What follows belongs to an exercise in optimizing a design on an open flow for small area, a short achievable clock period and few clock cycles; a production flow would make more cautious choices.
Only simulation tests tie the RTL to the original design; equivalence was not proved.
No activity file was given, so power comes from the tool's default toggle rates.

==> flow/design.v <==
module pecf_table (
    input  wire [7:0]  idx,
    output wire [14:0] entry
);
    wire t8 = idx[2] ^ idx[6];
    wire t9 = idx[1] ^ idx[5];
    wire t10 = idx[0] ^ idx[4];
    wire t11 = idx[3] ^ t8;
    wire t12 = idx[2] ^ t9;
    wire t13 = idx[1] ^ t10;
    wire t14 = idx[3] ^ idx[4];
    wire t15 = idx[6] ^ idx[7];
    wire t16 = idx[5] ^ t11;
    wire t17 = idx[7] ^ t11;
    wire t18 = t13 ^ t17;
    wire t19 = idx[7] ^ t14;
    wire t20 = t12 ^ t19;
    wire t21 = idx[4] ^ t16;
    wire t22 = idx[0] ^ t12;
    wire t23 = idx[7] ^ t10;
    wire t24 = t8 ^ t13;
    wire t25 = idx[5] ^ idx[6];
    wire t26 = t10 ^ t25;
    wire t27 = t9 ^ t15;
    wire t28 = idx[3] ^ t13;
    wire t29 = idx[4] ^ t12;
    wire t30 = t14 ^ t15;
    wire t31 = idx[0] ^ t9;
    wire t32 = t11 ^ t31;
    assign entry[0] = t18;
    assign entry[1] = t20;
    assign entry[2] = t21;
    assign entry[3] = t22;
    assign entry[4] = t23;
    assign entry[5] = t9;
    assign entry[6] = t8;
    assign entry[7] = t24;
    assign entry[8] = t26;
    assign entry[9] = t27;
    assign entry[10] = t28;
    assign entry[11] = t29;
    assign entry[12] = t16;
    assign entry[13] = t30;
    assign entry[14] = t32;
endmodule
module pecf_step (
    input  wire [14:0] rem_in,
    input  wire [7:0]  data,
    output wire [14:0] rem_out
);
    wire [14:0] entry;
    pecf_table u_table (
        .idx   (rem_in[14:7] ^ data),
        .entry (entry)
    );
    assign rem_out = {rem_in[6:0], 8'h00} ^ entry;
endmodule
module pecf_tx (
    input  wire       clk,
    input  wire       rst,
    input  wire       tx_valid,
    input  wire [7:0] tx_data,
    input  wire       tx_last,
    output wire       tx_ready,
    output wire       out_valid,
    output wire [7:0] out_data,
    input  wire       out_ready
);
    localparam [14:0] SEED = 15'h0010;
    reg         pec_hi;      
    reg         pec_lo;      
    reg  [14:0] rem;
    reg         obuf_valid;  
    reg  [7:0]  obuf_data;
    reg         spare_valid;
    reg  [7:0]  spare_data;
    reg         ready;       
    wire        pay   = !(pec_hi || pec_lo);
    wire        f_valid = pay ? tx_valid : 1'b1;
    wire [7:0]  f_data  = pay ? tx_data  : rem[14:7];
    wire        f_take  = f_valid && !spare_valid;
    wire [14:0] rem_next;
    assign tx_ready  = ready;
    assign out_valid = obuf_valid;
    assign out_data  = obuf_data;
    wire obuf_free = !obuf_valid || out_ready;
    pecf_step u_step (
        .rem_in  (rem),
        .data    (f_data),
        .rem_out (rem_next)
    );
    wire pec_hi_d = rst ? 1'b0 : f_take ? (pay && tx_last) : pec_hi;
    wire pec_lo_d = rst ? 1'b0 : f_take ? pec_hi : pec_lo;
    wire spare_d  = rst ? 1'b0 : obuf_free ? 1'b0 : (spare_valid || f_valid);
    always @(posedge clk) begin
        pec_hi      <= pec_hi_d;
        pec_lo      <= pec_lo_d;
        spare_valid <= spare_d;
        ready       <= !(pec_hi_d || pec_lo_d) && !spare_d;
        if (rst)
            rem <= SEED;
        else if (f_take)
            rem <= pec_lo ? SEED : rem_next;
    end
    always @(posedge clk) begin
        if (obuf_free)
            obuf_data <= spare_valid ? spare_data : f_data;
        if (!obuf_free && !spare_valid)
            spare_data <= f_data;
        if (rst)
            obuf_valid <= 1'b0;
        else if (obuf_free)
            obuf_valid <= spare_valid || f_valid;
    end
endmodule
module pecf_rx (
    input  wire        clk,
    input  wire        rst,
    input  wire        rx_start,
    input  wire        rx_valid,
    input  wire [7:0]  rx_data,
    input  wire [22:0] noise_floor_uv,
    output reg         blk_valid,
    output reg  [3:0]  blk_dev,
    output wire [15:0] blk_code0,
    output wire [15:0] blk_code1,
    output wire [15:0] blk_code2,
    output reg         blk_pec_ok,
    output reg         pec_err,
    output wire [22:0] blk_uv0,
    output wire [22:0] blk_uv1,
    output wire [22:0] blk_uv2
);
    localparam [14:0] SEED = 15'h0010;
    reg  [2:0]  pos;         
    reg  [14:0] rem;
    reg         hi_ok;       
    reg  [47:0] payload;     
    reg  [20:0] x_top;           
    reg         x_low;           
    reg  [20:4] x_mid, x_bot;    
    reg         low_mid, low_bot;
    wire [14:0] rem_next;
    pecf_step u_step (
        .rem_in  (rem),
        .data    (rx_data),
        .rem_out (rem_next)
    );
    assign blk_code0  = payload[15:0];
    assign blk_code1  = payload[31:16];
    assign blk_code2  = payload[47:32];
    wire        pec_ok = hi_ok && (rx_data == {rem[6:0], 1'b0});
    wire [22:0] top_uv;
    pecf_scale u_scale (.code(blk_code2), .uv(top_uv));
    wire        top_low   = ({x_top, 2'b00} < noise_floor_uv);
    wire [20:0] x_clamped = x_low ? 21'd0 : x_top;
    function [3:0] x25_low (input [3:0] c);
        x25_low = {c[3] ^ c[0], c[2:0]};
    endfunction
    assign blk_uv0 = {x_bot, low_bot ? 4'd0 : x25_low(blk_code0[3:0]), 2'b00};
    assign blk_uv1 = {x_mid, low_mid ? 4'd0 : x25_low(blk_code1[3:0]), 2'b00};
    assign blk_uv2 = {x_clamped, 2'b00};
    always @(posedge clk) begin
        if (rst || rx_start || (rx_valid && pos == 3'd7))
            rem <= SEED;
        else if (rx_valid && !(pos[2] && pos[1]))
            rem <= rem_next;
        if (rx_valid && !(pos[2] && pos[1]))
            payload <= {rx_data, payload[47:8]};
        if (rx_valid && pos == 3'd6)
            hi_ok <= (rx_data == rem[14:7]);
        if (rx_valid && !pos[0])
            x_top <= top_uv[22:2];
        x_low <= top_low;
        if (rx_valid && (pos == 3'd4 || pos == 3'd6)) begin
            x_mid   <= x_clamped[20:4];
            low_mid <= x_low;
            x_bot   <= x_mid;
            low_bot <= low_mid;
        end
    end
    always @(posedge clk) begin
        blk_valid  <= rx_valid && (pos == 3'd7);
        blk_pec_ok <= pec_ok;
        if (rst || rx_start) begin
            pos     <= 3'd0;
            blk_dev <= 4'd0;
            pec_err <= 1'b0;
        end else begin
            if (rx_valid)
                pos <= pos + 3'd1;
            if (blk_valid)
                blk_dev <= blk_dev + 4'd1;
            if (rx_valid && pos == 3'd7 && !pec_ok)
                pec_err <= 1'b1;
        end
    end
endmodule
module pecf_scale (
    input  wire [15:0] code,
    output wire [22:0] uv
);
    wire [20:0] x25 = ({code, 4'b0} + {code, 3'b0}) + code;
    assign uv = {x25, 2'b00};
endmodule
module pecf_link (
    input  wire        clk,
    input  wire        rst,
    input  wire        tx_valid,
    input  wire [7:0]  tx_data,
    input  wire        tx_last,
    output wire        tx_ready,
    output wire        out_valid,
    output wire [7:0]  out_data,
    input  wire        out_ready,
    input  wire        rx_start,
    input  wire        rx_valid,
    input  wire [7:0]  rx_data,
    input  wire [22:0] noise_floor_uv,
    output wire        blk_valid,
    output wire [3:0]  blk_dev,
    output wire [15:0] blk_code0,
    output wire [15:0] blk_code1,
    output wire [15:0] blk_code2,
    output wire        blk_pec_ok,
    output wire        pec_err,
    output wire [22:0] blk_uv0,
    output wire [22:0] blk_uv1,
    output wire [22:0] blk_uv2
);
    pecf_tx u_tx (
        .clk       (clk),
        .rst       (rst),
        .tx_valid  (tx_valid),
        .tx_data   (tx_data),
        .tx_last   (tx_last),
        .tx_ready  (tx_ready),
        .out_valid (out_valid),
        .out_data  (out_data),
        .out_ready (out_ready)
    );
    pecf_rx u_rx (
        .clk            (clk),
        .rst            (rst),
        .rx_start       (rx_start),
        .rx_valid       (rx_valid),
        .rx_data        (rx_data),
        .noise_floor_uv (noise_floor_uv),
        .blk_valid      (blk_valid),
        .blk_dev        (blk_dev),
        .blk_code0      (blk_code0),
        .blk_code1      (blk_code1),
        .blk_code2      (blk_code2),
        .blk_pec_ok     (blk_pec_ok),
        .pec_err        (pec_err),
        .blk_uv0        (blk_uv0),
        .blk_uv1        (blk_uv1),
        .blk_uv2        (blk_uv2)
    );
endmodule
==> flow/flow/run.sh <==
#!/bin/bash
# The standard layout, except that the port buffers are made as the smallest
# buffer cell (buf_1) instead of the resizer's default pick, and the timing
# repair steps aim for 5.75 ns of setup slack instead of 0 (the clock period
# and constraints stay the design's).
set -euo pipefail
cd "$(dirname "$0")/.."
bash standard.sh BUFFER_PORTS_ARGS="-buffer_cell sky130_fd_sc_hd__buf_1" SETUP_SLACK_MARGIN=5.85 finish > standard_flow.log 2>&1
==> flow/standard.sh <==
#!/bin/bash
# synth_recipe.tcl (not shown) runs the flow's synth.tcl, then flattens the netlist and writes it again
# the make line also repeats each setting of config.mk as NAME=value (left out here)
make -C /OpenROAD-flow-scripts/flow DESIGN_CONFIG=/design/flow/config.mk WORK_HOME=/design/flow/orfs CLKGATE_MAP_FILE= SYNTH_SCRIPT=/design/flow/synth_recipe.tcl "${@:-finish}"
==> flow/config.mk <==
export PLATFORM = sky130hd
export DESIGN_NAME = pecf_link
export DESIGN_NICKNAME = pecf_link
export VERILOG_FILES = /design/flow/design.v
export SDC_FILE = /design/flow/constraint.sdc
export NUM_CORES = 4
export LEC_CHECK = 0
export CAP_MARGIN = 20
export CORE_MARGIN = 2
export CORE_UTILIZATION = 55
export CTS_BUF_LIST = sky130_fd_sc_hd__clkbuf_8
export SLEW_MARGIN = 20
==> flow/constraint.sdc <==
create_clock -name core_clock -period 9.0 [get_ports {clk}]
set_input_delay 1.8000 -clock core_clock [delete_from_list [all_inputs] [get_ports {clk}]]
set_output_delay 1.8000 -clock core_clock [all_outputs]
set_load 0.01 [all_outputs]
==> run_results.csv, run 1 <==
group,metric,value,unit
place,routabilityCongestion,0.849,
clock_tree,cts.root.buffer_cell,"clkbuf_8",
cells_and_area,diodes,0,
global_route,grt_max_degree,57,
route,drc,0,
route,viasPerCell,5.25,
global_route,grt_pass1_vias,5325,
critical_path,endpoint,"blk_uv2[6]",
die,core-area,15100,sq um
critical_path,r2r-start,"u_rx.payload[32]",
timing,timing.slew.headroom,32.1,%
status,status,"complete, no violations",
critical_path,worstPathArrival,1.27,ns
route,drtPass1Iterations,7,
yosys,yosysTopAreaCell,"edfxtp_1",
yosys,yosysSeqAreaShare,54.1,%
critical_path,critPathCaptureType,"primary output",
clock_tree,clock_path_buffers,2,
place,dp.cells,1035,
critical_path,required,7.20,ns
die,num_rows,45,
timing,finalWorstSetupSlack,5.93,ns
timing,final_hold_viol_count,0,
global_route,grt_overflow,0,
timing,worst_pin_slew,1.01,ns
die,start_util,56.0,%
power_and_ir_drop,ir_worst_vdd,156,uV
critical_path,crit_type,"register to primary output",
clock_tree,cts_made_buffers,17,
clock_tree,clock_sink_count,168,
die,num_io_pins,180,
place,detailed_place_hpwl,12.6,mm
yosys,ys_top_cells_by_count,"edfxtp_1, xnor2_1, nand2_1",
timing,timing.final.crit_share,34.1,%
power_and_ir_drop,combPwrFrac,29.6,%
cells_and_area,nFillCells,1222,
clock_tree,tritoncts,"done",
route,drt-initial-drc-count,299,
yosys,yosysMostFrequentCell,"edfxtp_1",
yosys,synth_edf_count,122,
critical_path,reg2reg_slack,5.98,ns
yosys,ys_async_sr_fraction,0,%
yosys,ys_top_cells_by_area,"edfxtp_1, dfxtp_1, ha_1, xnor2_1, fa_1",
power_and_ir_drop,p_int,1.57,mW
flow_run,maxCapViolCount,0,
place,postPlaceCellArea,9320,sq um
cells_and_area,final_nets,984,
power_and_ir_drop,clock_power_share,27.0,%
yosys,synth-seq-cells,168,
die,dieArea,16400,sq um
cells_and_area,fin_cells,1079,
global_route,grt_pass1_wl,26.3,mm
yosys,synth_top_area_share,43.2,%
route,routed_wl,16.7,mm
route,ant_nets,0,
critical_path,startpoint_type,"register",
yosys,ys.warnings.count,2,
route,num_vias,5666,
clock_tree,clkSlewWorstSetupHoldPaths,0.08,ns
route,wl_per_cell,15.5,um
timing,rsz0062_at_grt,"true",
cells_and_area,drive_above_1_share,9.20,%
power_and_ir_drop,p_leak,3.86,nW
place,pre_cts_slack,5.33,ns
worst_hold_path,hp-class,"register to register",
timing,setup_viol,0,
yosys,avgSynthCellArea,12.2,sq um
yosys,yosysUniqueCellTypes,60,
global_route,antenna_found_initial,0,
critical_path,worst_r2r_endpoint,"u_rx.x_top[20]",
timing,skew,0.0170,ns
yosys,synthesis.area,8470,sq um
die,die_h,128,um
power_and_ir_drop,power_switching,668,uW
place,port_buffers,173,
global_route,grt_usage,20.5,%
power_and_ir_drop,swShare,29.9,%
power_and_ir_drop,p_per_area,226,nW/um^2
yosys,synth_cells,694,
timing,clock.fmax,0.326,GHz
clock_tree,clkLatencyLatePin,0.45,ns
critical_path,cp_max_fo,22,
timing,min_period,3.07,ns
timing,tns,0,ns
power_and_ir_drop,power,2.24,mW
critical_path,crit_start,"u_rx.x_low",
power_and_ir_drop,seqPwrFrac,43.4,%
cells_and_area,area_growth,17.0,%
clock_tree,h-tree-depth,4,
cells_and_area,final_area,9920,sq um
critical_path,r2r_cells,11,
timing,slew_violations,0,
yosys,synthFlopType,"edfxtp_1",
die,dieWidth,128,um
-- metrics by stage --
stage	hold slack (ns)	util, %
2_1_floorplan	0.427	-
3_3_place_gp	0.428	61.5
3_5_place_dp	0.432	61.5
4_1_cts	0.447	64.7
5_1_grt	0.456	65.5
6_report	0.443	65.5
-- placed cells by master, fill, tap and decap left out, types with 4 or more instances in the layout --
cell type  instances
nand4_1           11
mux2i_1            7
a21o_1            11
a21oi_1           25
ha_1              47
nand3_1            8
conb_1             6
mux2_2             8
o21a_1             4
or3_1              5
buf_1            171
bufinv_16          5
clkbuf_8          17
a211oi_1           5
fa_1              13
nor2_1            42
xnor3_1            5
edfxtp_1         122
nand2b_1           5
nor2b_1           31
buf_4             13
a211o_1            4
xnor2_2            9
dfxtp_1           45
xor2_1            16
o21ai_0           25
inv_1             42
o211ai_1           4
nand2_1           58
nor3_1             8
xnor2_1           56
-- area by class of cell --
cell class | count | area [sq um] | area share (%)
timing repair buffer | 187 | 769 | 7.76
multi-input combinational | 461 | 3700 | 37.4
clock buffer | 17 | 234 | 2.36
clock inverter | 15 | 223 | 2.25
sequential | 168 | 4590 | 46.3
inverter | 43 | 161 | 1.63
tap | 188 | 235 | 2.37
-- metal layers --
metal  GRT usage, %  routed length [um]  up-vias
met1           26.5                7520     2673
met4           6.46                 192        0
li1               -                   -     2813
met2           34.4                8250      163
met3           4.92                 780       17
met5              0                   0        -
-- flip-flops by register name, indices dropped and copies added, names as in the netlist, 3 cells and up --
signal	flops
u_rx.blk_dev	4
u_rx.payload	48
u_rx.pos	3
u_rx.rem	15
u_rx.x_bot	17
u_rx.x_mid	17
u_rx.x_top	21
u_tx.obuf_data	8
u_tx.rem	15
u_tx.spare_data	8
-- worst min path at each step --
stage / start / end / cells after the start
after floorplan: u_tx.rem[1] / u_tx.rem[1] / 2
final: u_rx.x_mid[10] / u_rx.x_bot[10] / 0
after global placement: u_rx.x_mid[17] / u_rx.x_bot[17] / 0
after detailed placement: u_rx.payload[25] / u_rx.payload[17] / 0
after CTS: u_rx.x_mid[10] / u_rx.x_bot[10] / 0
after global routing: u_rx.x_mid[10] / u_rx.x_bot[10] / 0
-- what timing repair did --
action,CTS,global route
pin swaps,0,2
resized for setup,3,9
endpoints found under the setup margin,24,83
hold buffers,0,0
setup buffers,0,12
-- critical path, cell delays in order (launching register included) --
cell     delay [ns]
dfxtp_4        0.43
nor2b_1        0.22
buf_1          0.18
-- kinds of logic after synthesis --
kind of cell,after synthesis,share of synthesized area (%)
AND/OR/NAND/NOR,189,11.1
flip-flops,168,54.1
multiplexers,15,1.89
XOR/XNOR,92,11.5
buffers and inverters,70,3.51
other,1,0.0443
AO/OA/AOI/OAI,99,7.83
adder cells (fa/ha/maj),60,10.0
-- power by group through the flow --
stage | combinational [mW] | clock [mW] | sequential, mW
3_3_place_gp | 0.631 | 0 | 0.988
3_5_place_dp | 0.646 | 0 | 0.992
5_1_grt | 0.738 | 0.648 | 0.981
6_report | 0.662 | 0.604 | 0.972
4_1_cts | 0.654 | 0.621 | 0.974
2_1_floorplan | 0.518 | 0 | 0.978
Testbench counts, summed over its fixed seeds: cycles 35,024.
==> inputs of run 2 (changes only) <==
--- a/flow/flow/run.sh
+++ b/flow/flow/run.sh
@@ -7,2 +7,2 @@
 cd "$(dirname "$0")/.."
-bash standard.sh BUFFER_PORTS_ARGS="-buffer_cell sky130_fd_sc_hd__buf_1" SETUP_SLACK_MARGIN=5.85 finish > standard_flow.log 2>&1
+bash standard.sh BUFFER_PORTS_ARGS="-buffer_cell sky130_fd_sc_hd__buf_1" SETUP_SLACK_MARGIN=5.75 RECOVER_POWER=100 finish > standard_flow.log 2>&1
==> run 2 against run 1 <==
The layout now fails its checks (capacitance limit, slew limit). Non-clock buffer count decreased by 11. Register-to-register slack got worse by 0.51 ns. Worst hold slack improved by 0.0065 ns. Via count increased by 0.60%. Clock power decreased by 18%. First-iteration DRC count decreased by 12%. Total power decreased by 5.8%. Highest routed layer unchanged. Largest cell class unchanged. Critical endpoint is now u_rx.rem[3]. Worst setup slack got worse by 1.8 ns. Global-route usage increased by 1.1 points. Final cell count decreased by 1.0%. Critical path type is now input pin to register.
==> run_results.csv, run 2 <==
group,metric,value,unit
cells_and_area,final_nets,973,
clock_tree,cts.root.buffer_cell,"clkbuf_8",
die,dieArea,16400,sq um
critical_path,crit_type,"input pin to register",
timing,final_hold_viol_count,0,
timing,slew_violations,75,
critical_path,crit_start,"rx_valid",
yosys,avgSynthCellArea,12.2,sq um
timing,min_period,4.83,ns
global_route,grt_overflow,0,
power_and_ir_drop,ir_worst_vdd,198,uV
critical_path,worst_r2r_endpoint,"u_rx.rem[3]",
cells_and_area,layout_commonest_cell,"buf_1",
cells_and_area,largest_register,"u_rx.payload",
route,viasPerCell,5.34,
route,ant_nets,0,
route,drtPass1Iterations,4,
status,check.faults,"capacitance limit, slew limit",
place,routabilityCongestion,0.875,
timing,skew,0.0116,ns
power_and_ir_drop,p_leak,3.71,nW
yosys,yosysTopAreaCell,"edfxtp_1",
route,num_vias,5700,
route,drt-initial-drc-count,264,
route,drc,0,
clock_tree,tritoncts,"done",
timing,rsz0062_at_grt,"false",
worst_hold_path,hold_end,"u_rx.x_bot[11]",
critical_path,r2r-start,"u_rx.pos[1]",
yosys,synthesis.area,8470,sq um
worst_hold_path,hold_start,"u_rx.x_mid[11]",
global_route,antenna_found_initial,0,
timing,worst_pin_slew,2.72,ns
timing,timing.final.crit_share,53.7,%
yosys,ys_top_cells_by_area,"edfxtp_1, dfxtp_1, ha_1, xnor2_1, fa_1",
die,num_io_pins,180,
clock_tree,clkLatencyLatePin,0.46,ns
cells_and_area,nFillCells,1273,
clock_tree,cts_made_buffers,17,
place,postPlaceCellArea,9270,sq um
yosys,ys_async_sr_fraction,0,%
power_and_ir_drop,p_per_area,220,nW/um^2
critical_path,required,9.37,ns
yosys,synth-seq-cells,168,
yosys,ys.warnings.count,2,
critical_path,startpoint_type,"input pin",
clock_tree,clock_sink_count,168,
worst_hold_path,hp-class,"register to register",
route,wl_per_cell,15.8,um
timing,timing.slew.headroom,-81.2,%
die,start_util,56.0,%
yosys,yosysMostFrequentCell,"edfxtp_1",
clock_tree,clock_path_buffers,2,
timing,tns,0,ns
critical_path,cp_max_fo,52,
cells_and_area,final_area,9590,sq um
cells_and_area,largest_register_ffs,48,
global_route,grt_pass1_vias,5621,
route,routed_wl,16.8,mm
critical_path,r2r_cells,6,
cells_and_area,reg.largest.list,"u_rx.payload: 48 flops, u_rx.x_top: 21 flops",
global_route,grt_usage,21.6,%
yosys,yosysSeqAreaShare,54.1,%
die,die_h,128,um
global_route,grt_pass1_wl,27.6,mm
flow_run,maxCapViolCount,2,
timing,setup_viol,0,
die,num_rows,45,
clock_tree,post_cts_buffers,0,
yosys,synth_cells,694,
die,core-area,15100,sq um
yosys,synth_top_area_share,43.2,%
yosys,yosysUniqueCellTypes,60,
critical_path,worstPathArrival,5.20,ns
cells_and_area,diodes,0,
yosys,ys_top_cells_by_count,"edfxtp_1, xnor2_1, nand2_1",
cells_and_area,drive_above_1_share,5.45,%
timing,clock.fmax,0.207,GHz
status,status,"complete, but fails checks",
cells_and_area,area_growth,13.2,%
place,port_buffers,173,
global_route,grt_max_degree,53,
place,detailed_place_hpwl,12.7,mm
yosys,synthFlopType,"edfxtp_1",
cells_and_area,final_cell_mix,"buf_1, edfxtp_1, xnor2_1",
critical_path,critPathCaptureType,"register",
worst_hold_path,whs_path_depth,0,
yosys,synth_edf_count,122,
clock_tree,clkSlewWorstSetupHoldPaths,0.08,ns
critical_path,reg2reg_slack,5.47,ns
clock_tree,h-tree-depth,4,
die,dieWidth,128,um
[run 2: cell count changes in the layout (fill, tap and decap cells not counted), moves of 2 or more]
cell       delta
buf_1         -4
buf_4        -11
bufinv_16     -4
clkbuf_1      +7
clkinv_1      +2
nor2b_1       +2
nor2b_2       -2
xnor2_1       +6
xnor2_2       -4
xnor2_4       -2
[run 2: repair_timing]
item                       CTS  global route
hold buffers                 0             0
setup endpoints to repair   21            57
resized for setup            1             5
[run 2: worst max-delay path by stage]
stage / endpoint / slack, ns / cells past startpoint
global placement: u_rx.payload[0] / 5.42 / 4
finish: u_rx.rem[3] / 4.17 / 6
detailed placement: u_rx.rem[2] / 5.30 / 6
CTS: u_rx.rem[2] / 5.80 / 6
global route: u_rx.rem[3] / 3.64 / 6
floorplan: u_rx.rem[10] / 5.76 / 5
[run 2: final cells by class]
type	instances	area, sq um	share of cell area [%]
Clock inverter	15	126	1.32
Multi-Input combinational cell	461	3580	37.3
Timing Repair Buffer	176	668	6.97
Sequential cell	168	4580	47.8
Inverter	43	161	1.68
Clock buffer	17	234	2.44
Tap cell	188	235	2.45
[run 2: cell families after synthesis]
kind of cell / share of synthesized area (%)
AOI/OAI and AO/OA: 7.83
xor gates and xnor gates: 11.5
adders and majority gates: 10.0
buffers and inverters: 3.51
DFF: 54.1
muxes: 1.89
other: 0.0443
and+or+nand+nor: 11.1
[run 2: power by group]
group	total, mW	internal (mW)	switching [mW]
Clock	0.494	0.218	0.276
Combinational	0.640	0.309	0.332
Sequential	0.972	0.914	0.0585
Total	2.11	1.44	0.666
[run 2: layer usage]
metal,GRT usage (%),up-vias,part of all wire [%]
met5,0,-,0
met1,27.1,2724,44
met2,36.5,165,49
met4,9.18,0,2.7
met3,4.42,31,4.7
li1,-,2780,-
[run 2: critical path: stages]
cell and delay (ns):
clkbuf_1 0.29, nand2_1 0.31, inv_1 0.40, clkbuf_1 1.96
o21ai_0 0.22, a21oi_1 0.20
[run 2: metrics by stage]
| stage | total power [mW] | instances | setup slack (ns) | util (%) | hold slack (ns) |
|---|---|---|---|---|---|
| 5_1_grt | 2.24 | 1068 | 3.64 | 63.3 | 0.464 |
| 4_1_cts | 2.13 | 1068 | 5.80 | 63.6 | 0.451 |
| 6_report | 2.11 | 1068 | 4.17 | 63.3 | 0.449 |
| 3_5_place_dp | 1.63 | 1036 | 5.30 | 61.2 | 0.432 |
| 3_3_place_gp | 1.61 | 1036 | 5.42 | 61.2 | 0.429 |
| 2_1_floorplan | 1.49 | 699 | 5.76 | - | 0.427 |

-- port drivers added, routing unchanged --
No port has a modelled driver above. Below, the same layouts with a new extraction and two added sets of constraints. Step 1 assumes that a clkbuf_16 drives the clock port and a buf_2 every other input. Step 2 also shifts input and output timing later by t, the mid clock arrival at the registers, as if the neighbouring blocks saw the same clock. a / b / c = ideal / step 1 / step 2; a / b = the first two.
| run | shift t [ns] | setup WS [ns] | worst register clock-pin slew, ns |
|---|---|---|---|
| run 1 | 0.479 | 5.935 / 5.900 / 5.512 | 0.09 / 0.09 |
| run 2 | 0.487 | 4.168 / 4.160 / 3.673 | 0.09 / 0.09 |
The setup slack of run 2, which loses most, moves by -0.008 ns with the drivers and by -0.495 ns with both steps.
